Context: an optimization exercise on an open-source flow, tuned for small area and a short achievable clock period. The choices shown serve that exercise and are no tape-out recipe.
At most, simulation tests tie the RTL to the original design; equivalence was not proved.
Power and IR drop assume default switching activity. The flow treats the clock pin as an ideal source, which a real chip does not have.

== zinc ==
==> flow/design.v (excerpt) <==
module scp_rx #(
    parameter BUF_BYTES = 64
) (
    input  wire                   clk,
    input  wire                   rst,
    input  wire [7:0]             cfg_sof,
    input  wire                   cfg_dup_suppress,
    input  wire [15:0]            cfg_max_dlen,
    input  wire [7:0]             cfg_prev_seq_reset,
    input  wire [63:0]            cfg_sub_ids,
    input  wire [3:0]             cfg_sub_en,
    input  wire                   in_valid,
    input  wire [7:0]             in_byte,
    input  wire                   abort,
    output reg                    ev_valid,
    output reg  [2:0]             ev_code,
    output wire [15:0]            ev_cmd,
    output wire [15:0]            ev_dlen,
    output wire [8*BUF_BYTES-1:0] ev_payload
);
    localparam [2:0] EV_NONE = 3'd0, EV_BAD_SOF = 3'd1, EV_DLEN_OVERFLOW = 3'd2,
                     EV_CRC8_MISMATCH = 3'd3, EV_CRC16_MISMATCH = 3'd4,
                     EV_DUPLICATE = 3'd5, EV_UNKNOWN_CMD = 3'd6, EV_DISPATCH = 3'd7;
    reg st_sof, st_dlen0, st_dlen1, st_seq, st_crc8, st_cmd0, st_cmd1, st_data,
        st_c16a, st_c16b;
    reg [6:0]  rx_dlen;         
    reg        rx_dlen_big;     
    reg [7:0]  rx_prev_seq;
    reg        rx_abandon;
    reg [15:0] rx_cmd;
    reg        rx_sub;          
    reg [3:0]  wr_sub_lo;       
    reg        rx_c16_lo_ok;    
    reg [7:0]  wr_byte;         
    reg        wr_data;         
    reg        wr_cmd0;         
    reg        wr_cmd1;         
    reg [7:0]  wr_row_n;        
    reg [7:0]  wr_col_n;        
    reg [6:0]  rx_rem;          
    reg        rx_last;         
    reg [7:0]  rx_c8_acc;
    reg [15:0] rx_c16_acc;
    reg [7:0]  rx_buf [0:BUF_BYTES-1];
    assign ev_cmd  = rx_cmd;
    assign ev_dlen = {9'd0, rx_dlen};
    genvar g;
    generate
        for (g = 0; g < BUF_BYTES; g = g + 1) begin : g_payload
            assign ev_payload[8*g +: 8] = rx_buf[g];
        end
    endgenerate
    wire [7:0]  c8_fed;
    wire [15:0] c16_fed;
    scp_crc8_byte  u_c8  (.acc(st_sof ? 8'hFF : rx_c8_acc),     .data(in_byte), .next(c8_fed));
    scp_crc16_byte u_c16 (.acc(st_sof ? 16'hFFFF : rx_c16_acc), .data(in_byte), .next(c16_fed));
    wire take      = in_valid;
    wire is_sof    = (in_byte == cfg_sof);
    wire dlen_big  = rx_dlen_big || (in_byte != 8'd0);
    wire c8_ok     = (in_byte == rx_c8_acc);
  ...
For scale: ~1,100 cells after synthesis, about 620 flip-flops, roughly 660 I/O pins, about 22,000 sq um of cells after synthesis.
==> flow/config.mk <==
export PLATFORM = sky130hd
export DESIGN_NAME = scp_rx
export DESIGN_NICKNAME = scp_rx
export VERILOG_FILES = /design/flow/design.v
export SDC_FILE = /design/flow/constraint.sdc
export NUM_CORES = 4
export LEC_CHECK = 0
export CAP_MARGIN = 20
export CORE_MARGIN = 2
export CORE_UTILIZATION = 60
export SLEW_MARGIN = 20
==> flow/constraint.sdc <==
create_clock -name core_clock -period 5.0 [get_ports {clk}]
set_input_delay 1.0000 -clock core_clock [delete_from_list [all_inputs] [get_ports {clk}]]
set_output_delay 1.0000 -clock core_clock [all_outputs]
set_load 0.01 [all_outputs]
standard.sh (not shown) runs the stock make flow with config.mk's settings and CLKGATE_MAP_FILE= SYNTH_SCRIPT=/design/flow/synth_recipe.tcl, a recipe that flattens the netlist after the stock synthesis.
==> flow/flow/run.sh <==
#!/bin/bash
# The standard ORFS layout (the standard.sh), with the port buffers that
# global placement inserts made sky130_fd_sc_hd__buf_1 instead of the delay
# buffer buffer_ports picks by itself. Every input and output port still gets
# its buffer; nothing else in the flow changes.
set -euo pipefail
export BUFFER_PORTS_ARGS="-buffer_cell sky130_fd_sc_hd__buf_1"
export CTS_ARGS="-sink_clustering_enable -repair_clock_nets -dont_use_dummy_load -sink_clustering_size 30 -sink_clustering_max_diameter 80 -buf_list {sky130_fd_sc_hd__clkbuf_8 sky130_fd_sc_hd__clkbuf_16}"
bash standard.sh > orfs_make.log 2>&1
zinc went all the way through synthesis, placement and routing and the layout is clean on timing, DRC and antenna.
What garnet does differently from zinc at the input level:
Settings: CAP_MARGIN now 10, was 20; SLEW_MARGIN now 10, was 20; SETUP_SLACK_MARGIN now 2.7, previously not set.
Notes after the runs:
On garnet: standby leakage power is 0.035 nW higher than what zinc gave.
Synthesis-to-finish area growth up 0.29 points in garnet wrt zinc
In the tables for zinc and garnet, sequential cell area share reads lower with garnet.
Compared garnet vs zinc, and number of gates given a new drive strength after cts is up in garnet.
Looking at end point of the critical path, the rx_rem[0] result is from zinc; the ev_dlen[1] one comes from garnet.
Core utilization: zinc and garnet compared, lower one is zinc
Initial detailed-routing violation count: lower on zinc
Comparing zinc and garnet, the lower met3 track demand over resource in global routing was measured on garnet.
No functional check of the RTL was part of any run of this note.


The RTL this note starts from:
==> flow/design.v <==
module scp_crc8_byte (
    input  wire [7:0] acc,
    input  wire [7:0] data,
    output reg  [7:0] next
);
    integer i;
    always @(*) begin
        next = acc ^ data;
        for (i = 0; i < 8; i = i + 1)
            next = next[0] ? ((next >> 1) ^ 8'h8C) : (next >> 1);
    end
endmodule
module scp_crc16_byte (
    input  wire [15:0] acc,
    input  wire [7:0]  data,
    output reg  [15:0] next
);
    integer i;
    always @(*) begin
        next = acc ^ {8'h00, data};
        for (i = 0; i < 8; i = i + 1)
            next = next[0] ? ((next >> 1) ^ 16'h8408) : (next >> 1);
    end
endmodule
module scp_rx #(
    parameter BUF_BYTES = 64
) (
    input  wire                   clk,
    input  wire                   rst,
    input  wire [7:0]             cfg_sof,
    input  wire                   cfg_dup_suppress,
    input  wire [15:0]            cfg_max_dlen,
    input  wire [7:0]             cfg_prev_seq_reset,
    input  wire [63:0]            cfg_sub_ids,
    input  wire [3:0]             cfg_sub_en,
    input  wire                   in_valid,
    input  wire [7:0]             in_byte,
    input  wire                   abort,
    output reg                    ev_valid,
    output reg  [2:0]             ev_code,
    output wire [15:0]            ev_cmd,
    output wire [15:0]            ev_dlen,
    output wire [8*BUF_BYTES-1:0] ev_payload
);
    localparam [2:0] EV_NONE = 3'd0, EV_BAD_SOF = 3'd1, EV_DLEN_OVERFLOW = 3'd2,
                     EV_CRC8_MISMATCH = 3'd3, EV_CRC16_MISMATCH = 3'd4,
                     EV_DUPLICATE = 3'd5, EV_UNKNOWN_CMD = 3'd6, EV_DISPATCH = 3'd7;
    reg st_sof, st_dlen0, st_dlen1, st_seq, st_crc8, st_cmd0, st_cmd1, st_data,
        st_c16a, st_c16b;
    reg [6:0]  rx_dlen;         
    reg        rx_dlen_big;     
    reg [7:0]  rx_prev_seq;
    reg        rx_abandon;
    reg [15:0] rx_cmd;
    reg        rx_sub;          
    reg        rx_c16_lo_ok;    
    reg [7:0]  rx_row_n;        
    reg [7:0]  rx_col_n;        
    reg [6:0]  rx_rem;          
    reg        rx_last;         
    reg [7:0]  rx_c8_acc;
    reg [15:0] rx_c16_acc;
    reg [7:0]  rx_buf [0:BUF_BYTES-1];
    assign ev_cmd  = rx_cmd;
    assign ev_dlen = {9'd0, rx_dlen};
    genvar g;
    generate
        for (g = 0; g < BUF_BYTES; g = g + 1) begin : g_payload
            assign ev_payload[8*g +: 8] = rx_buf[g];
        end
    endgenerate
    wire [7:0]  c8_fed;
    wire [15:0] c16_fed;
    scp_crc8_byte  u_c8  (.acc(st_sof ? 8'hFF : rx_c8_acc),     .data(in_byte), .next(c8_fed));
    scp_crc16_byte u_c16 (.acc(st_sof ? 16'hFFFF : rx_c16_acc), .data(in_byte), .next(c16_fed));
    wire take      = in_valid;
    wire is_sof    = (in_byte == cfg_sof);
    wire dlen_big  = rx_dlen_big || (in_byte != 8'd0);
    wire c8_ok     = (in_byte == rx_c8_acc);
    wire c16_ok    = rx_c16_lo_ok && (in_byte == rx_c16_acc[15:8]);
    reg subscribed;
    integer k;
    always @(*) begin
        subscribed = 1'b0;
        for (k = 0; k < 4; k = k + 1)
            if (cfg_sub_en[k] && cfg_sub_ids[16*k +: 16] == rx_cmd)
                subscribed = 1'b1;
    end
    integer b;
    always @(posedge clk) begin
        for (b = 0; b < BUF_BYTES; b = b + 1)
            if (!rx_row_n[b / 8] && !rx_col_n[b % 8])
                rx_buf[b] <= in_byte;
    end
    always @(posedge clk) begin
        rx_sub <= subscribed;
        if (take) begin
            rx_c8_acc <= c8_fed;
            if (!(st_c16a || st_c16b))
                rx_c16_acc <= c16_fed;
        end
        if (take && st_dlen0) begin
            rx_dlen     <= in_byte[6:0];
            rx_dlen_big <= (in_byte > 8'd64) ||
                           (cfg_max_dlen[15:8] == 8'd0 && in_byte > cfg_max_dlen[7:0]);
        end
        if (take && st_seq)
            rx_abandon <= cfg_dup_suppress && (in_byte == rx_prev_seq);
        if (take && st_cmd0) rx_cmd[7:0]  <= in_byte;
        if (take && st_cmd1) rx_cmd[15:8] <= in_byte;
        if (take && st_c16a) rx_c16_lo_ok <= (in_byte == rx_c16_acc[7:0]);
        if (take && st_cmd1) begin
            rx_row_n <= 8'hFE;
            rx_col_n <= 8'hFE;
            rx_rem   <= rx_dlen;
            rx_last  <= (rx_dlen == 7'd1);
        end else if (take && st_data) begin
            rx_col_n <= {rx_col_n[6:0], rx_col_n[7]};
            if (!rx_col_n[7])
                rx_row_n <= {rx_row_n[6:0], 1'b1};
            rx_rem   <= rx_rem - 7'd1;
            rx_last  <= (rx_rem == 7'd2);
        end
        if (rst) begin
            rx_prev_seq <= cfg_prev_seq_reset;
        end else if (take && st_seq && cfg_dup_suppress) begin
            rx_prev_seq <= in_byte;
        end
        if (rst) begin
            {st_sof, st_dlen0, st_dlen1, st_seq, st_crc8, st_cmd0, st_cmd1, st_data,
             st_c16a, st_c16b} <= 10'b1000000000;
            ev_valid <= 1'b0;
        end else begin
            ev_valid <= take;
            if (abort) begin
                {st_sof, st_dlen0, st_dlen1, st_seq, st_crc8, st_cmd0, st_cmd1, st_data,
                 st_c16a, st_c16b} <= 10'b1000000000;
            end else if (take) begin
                st_sof   <= (st_sof && !is_sof) || (st_dlen1 && dlen_big) ||
                            (st_crc8 && !c8_ok) || st_c16b;
                st_dlen0 <= st_sof && is_sof;
                st_dlen1 <= st_dlen0;
                st_seq   <= st_dlen1 && !dlen_big;
                st_crc8  <= st_seq;
                st_cmd0  <= st_crc8 && c8_ok;
                st_cmd1  <= st_cmd0;
                st_data  <= (st_cmd1 && rx_dlen != 7'd0) || (st_data && !rx_last);
                st_c16a  <= (st_cmd1 && rx_dlen == 7'd0) || (st_data && rx_last);
                st_c16b  <= st_c16a;
            end
        end
        if (st_sof && !is_sof)
            ev_code <= EV_BAD_SOF;
        else if (st_dlen1 && dlen_big)
            ev_code <= EV_DLEN_OVERFLOW;
        else if (st_crc8 && !c8_ok)
            ev_code <= EV_CRC8_MISMATCH;
        else if (st_c16b)
            ev_code <= !c16_ok    ? EV_CRC16_MISMATCH :
                       rx_abandon ? EV_DUPLICATE :
                       !rx_sub    ? EV_UNKNOWN_CMD : EV_DISPATCH;
        else
            ev_code <= EV_NONE;
    end
endmodule
clock: 5.0 ns
lec_check: 0
abc_area: 1
cap_margin: 20
core_margin: 2
core_utilization: 60
setup_slack_margin: 2.7
slew_margin: 20
Scripts as last shown in full above: flow/flow/run.sh
The first run produced a clean layout.
Change:
- ABC_AREA: 1 -> default
- CAP_MARGIN: 20 -> 10
- SLEW_MARGIN: 20 -> 10
=> Worst hold slack gets worse by 0.014 ns; clock skew rose by 0.0040 ns; cell area fell by about 1.4%.
Change:
- CORE_UTILIZATION: 60 -> 55
Outcome: Cell area rose slightly. Setup slack is about the same. Core utilization drops by 6.4 points. Critical path depth stays the same. Count of clock-buffer cells in the layout increases by 2. Die area went up by a little under a tenth. Combinational power climbs by a few percent. Register-to-register slack improves by 0.02 ns. Via count falls slightly.
Change:
- CAP_MARGIN: 10 -> 20
- CORE_UTILIZATION: 55 -> 65
- SLEW_MARGIN: 10 -> 20
After rerunning: Clock power came out lower by a few percent; setup slack degrades by 0.12 ns; design area came out lower slightly.


== run A ==
// scp_rx: RTL as listed in full above, without the edits since
Settings: LEC_CHECK=0, CAP_MARGIN=10, CORE_MARGIN=2, CORE_UTILIZATION=60, SETUP_SLACK_MARGIN=2.0, SLEW_MARGIN=10; clock period 5.0 ns.
Scripts as last shown in full above: flow/flow/run.sh
Inputs modified between run A and run B:
==> flow/flow/run.sh <==
#!/bin/bash
# The standard ORFS layout (the standard.sh: standard synthesis, floorplan,
# power grid, placement, CTS, routing), with two changes to how it is made:
# * the port buffers that global placement inserts are sky130_fd_sc_hd__buf_1
#   instead of the delay buffer buffer_ports picks by itself (every input and
#   output port still gets its own buffer);
# * clock tree synthesis clusters up to 30 sinks within 80 um per leaf buffer
#   and inserts no dummy loads. The tree stays balanced: every register sees
#   the same clock arrival, as in the standard flow.
# make's full output goes to orfs_make.log; each ORFS step keeps its own log
# under orfs/logs.
set -euo pipefail
export BUFFER_PORTS_ARGS="-buffer_cell sky130_fd_sc_hd__buf_1"
export CTS_ARGS="-sink_clustering_enable -repair_clock_nets -dont_use_dummy_load -sink_clustering_size 30 -sink_clustering_max_diameter 80 -buf_list {sky130_fd_sc_hd__clkbuf_8 sky130_fd_sc_hd__clkbuf_16}"
bash standard.sh > orfs_make.log 2>&1
diff --git a/flow/config.mk b/flow/config.mk
--- a/flow/config.mk
+++ b/flow/config.mk
@@ -9,4 +9,4 @@
 export CORE_MARGIN = 2
 export CORE_UTILIZATION = 60
-export SETUP_SLACK_MARGIN = 2.0
+export SETUP_SLACK_MARGIN = 2.7
 export SLEW_MARGIN = 10
## What came out
Combinational cell fraction of total power across run B and run A: no real change. Area growth from synthesis to layout delta for run B relative to run A: 0.99 points higher. Run A -> run B: design area increased slightly. No stage failed in run B, and the final checks on the layout all came back clean. Run A has completed all stages; timing, DRC and antenna checks passed.
## Diff of input files: run C against run B
==> flow/flow/run.sh <==
#!/bin/bash
# The standard ORFS layout (the standard.sh), with the port buffers that
# global placement inserts made sky130_fd_sc_hd__buf_1 instead of the delay
# buffer buffer_ports picks by itself. Every input and output port still gets
# its buffer; nothing else in the flow changes.
set -euo pipefail
export BUFFER_PORTS_ARGS="-buffer_cell sky130_fd_sc_hd__buf_1"
export CTS_ARGS="-sink_clustering_enable -repair_clock_nets -dont_use_dummy_load -sink_clustering_size 30 -sink_clustering_max_diameter 80 -buf_list {sky130_fd_sc_hd__clkbuf_8 sky130_fd_sc_hd__clkbuf_16}"
bash standard.sh > orfs_make.log 2>&1
diff --git a/flow/config.mk b/flow/config.mk
--- a/flow/config.mk
+++ b/flow/config.mk
@@ -6,7 +6,7 @@
 export NUM_CORES = 4
 export LEC_CHECK = 0
-export CAP_MARGIN = 10
+export CAP_MARGIN = 20
 export CORE_MARGIN = 2
 export CORE_UTILIZATION = 60
 export SETUP_SLACK_MARGIN = 2.7
-export SLEW_MARGIN = 10
+export SLEW_MARGIN = 20
--- outcome ---
- Between run B and run C, the difference in non-clock buffering overhead in the final layout is negligible.
- Lower global-route wire length before repair goes to run B over run C.
- Of run B and run C, the higher global-route usage belongs to run C.
- Changes observed in run C relative to run B: final period utilization climbed 0.70 points; setup slack dropped 0.035 ns; combinational share of power barely changed.
Input-level comparison between run D and run C:
diff --git a/flow/config.mk b/flow/config.mk
--- a/flow/config.mk
+++ b/flow/config.mk
@@ -6,7 +6,7 @@
 export NUM_CORES = 4
 export LEC_CHECK = 0
-export CAP_MARGIN = 20
+export CAP_MARGIN = 10
 export CORE_MARGIN = 2
 export CORE_UTILIZATION = 60
-export SETUP_SLACK_MARGIN = 2.7
-export SLEW_MARGIN = 20
+export SETUP_SLACK_MARGIN = 3.0
+export SLEW_MARGIN = 10
==> run notes <==
Run D: flow completed, timing, DRC and antenna clean
First-pass GRT wire length: run C vs run D — no meaningful difference
Of run D and run C, the run reporting the higher non-clock buffer count was run D.
Re via count: run D and run C aren't equal, and the lower value belongs to run C.
Comparing largest stage delay on the critical path for run D and run C, the bigger number came from run C.
Compared with run C, in run D routed length on met2 picked up an extra 1.3 mm; power after layout went up; sequential share of layout area down 3.8 points; worst vdd rail ir drop decreased by 1.7% relative to the old numbers.
Run D vs. run C: total count of max-transition violations in the final report barely changed, average routed wire per standard cell climbed 0.19 um.
Of run D and run C, it is run D that has the lower worst hold slack.
### run D -> run E
diff --git a/flow/config.mk b/flow/config.mk
--- a/flow/config.mk
+++ b/flow/config.mk
@@ -9,4 +9,3 @@
 export CORE_MARGIN = 2
 export CORE_UTILIZATION = 60
-export SETUP_SLACK_MARGIN = 3.0
 export SLEW_MARGIN = 10
Notes after the runs:
- Going from run D to run E, post-synthesis instance total stayed essentially flat, overall power dropped 1.8%, register share of the cell area +4.3 points, overall track demand over capacity in global routing lost 0.39 points.
- End point of the critical path: ev_payload[3] -> run D, ev_code[2]$_SDFF_PP0_ -> run E
diff inputs: run E => run F
diff --git a/flow/flow/run.sh b/flow/flow/run.sh
--- a/flow/flow/run.sh
+++ b/flow/flow/run.sh
@@ -6,4 +6,4 @@
 set -euo pipefail
 export BUFFER_PORTS_ARGS="-buffer_cell sky130_fd_sc_hd__buf_1"
-export CTS_ARGS="-sink_clustering_enable -repair_clock_nets -dont_use_dummy_load -sink_clustering_size 30 -sink_clustering_max_diameter 80 -buf_list {sky130_fd_sc_hd__clkbuf_8 sky130_fd_sc_hd__clkbuf_16}"
+export CTS_ARGS="-sink_clustering_enable -repair_clock_nets -dont_use_dummy_load -sink_clustering_size 25 -sink_clustering_max_diameter 60 -buf_list {sky130_fd_sc_hd__clkbuf_8 sky130_fd_sc_hd__clkbuf_16}"
 bash standard.sh > orfs_make.log 2>&1
diff --git a/flow/config.mk b/flow/config.mk
--- a/flow/config.mk
+++ b/flow/config.mk
@@ -9,3 +9,4 @@
 export CORE_MARGIN = 2
 export CORE_UTILIZATION = 60
+export SETUP_SLACK_MARGIN = 2.7
 export SLEW_MARGIN = 10
==> comparison <==
- Run F has completed all stages; timing, DRC and antenna checks passed.
- Critical path depth, run E and run F: higher on run E
- Run F does better than run E on setup slack.
- Relative to run E, post-route fraction of the period consumed by the critical path decreased by 7.0 points in run F.
- Number of nets at the end of the flow: run F vs run E up 27
- Run F vs run E, critical path start-end classification: flop to primary output vs primary input to flop
- Run F against run E: worst IR drop on VDD now larger; worst path arrival time lower; first-pass GRT wire length went down 370 um; pre-CTS setup slack now sits lower; via count of the routed design went up.

## afterwards: timing with drivers on the ports
The flow's constraints put no driver on any port. The routed layouts listed below were extracted and timed again, unchanged, in two steps.
Step 1, drivers: a clkbuf_16 drives clk and a buf_2 each remaining input, both assumed.
Step 2 adds t to the input delays and takes it off the output delays; t is the mean of the earliest and latest rising clock arrival at the registers after step 1. Input paths then give back, and output paths get back, about the clock's delay inside the block.
Slacks: ideal / step 1 / step 2; pairs: ideal / step 1.
run | t, ns | setup slack, ns | slew at the worst register clock pin (ns)
zinc | 0.606 | 2.331 / 2.309 / 1.703 | 0.11 / 0.11
garnet | 0.614 | 2.753 / 2.698 / 2.232 | 0.11 / 0.11
the first run of note 2 | 0.615 | 2.739 / 2.686 / 2.245 | 0.11 / 0.11
the second run of note 2 | 0.594 | 2.761 / 2.707 / 2.201 | 0.11 / 0.11
the third run of note 2 | 0.619 | 2.758 / 2.706 / 2.192 | 0.11 / 0.11
the fourth run of note 2 | 0.613 | 2.638 / 2.583 / 2.243 | 0.11 / 0.11
run A | 0.614 | 2.392 / 2.427 / 1.813 | 0.11 / 0.11
run B | 0.594 | 2.761 / 2.707 / 2.201 | 0.11 / 0.11
run C | 0.599 | 2.725 / 2.672 / 2.196 | 0.11 / 0.11
run D | 0.613 | 2.762 / 2.706 / 2.425 | 0.11 / 0.11
run E | 0.614 | 2.392 / 2.427 / 1.813 | 0.11 / 0.11
run F | 0.577 | 2.742 / 2.688 / 2.247 | 0.09 / 0.09
After both steps setup and hold are still met in every run listed. For zinc, which loses most, drivers alone change the setup slack by -0.022 ns; drivers and shift together by -0.628 ns.
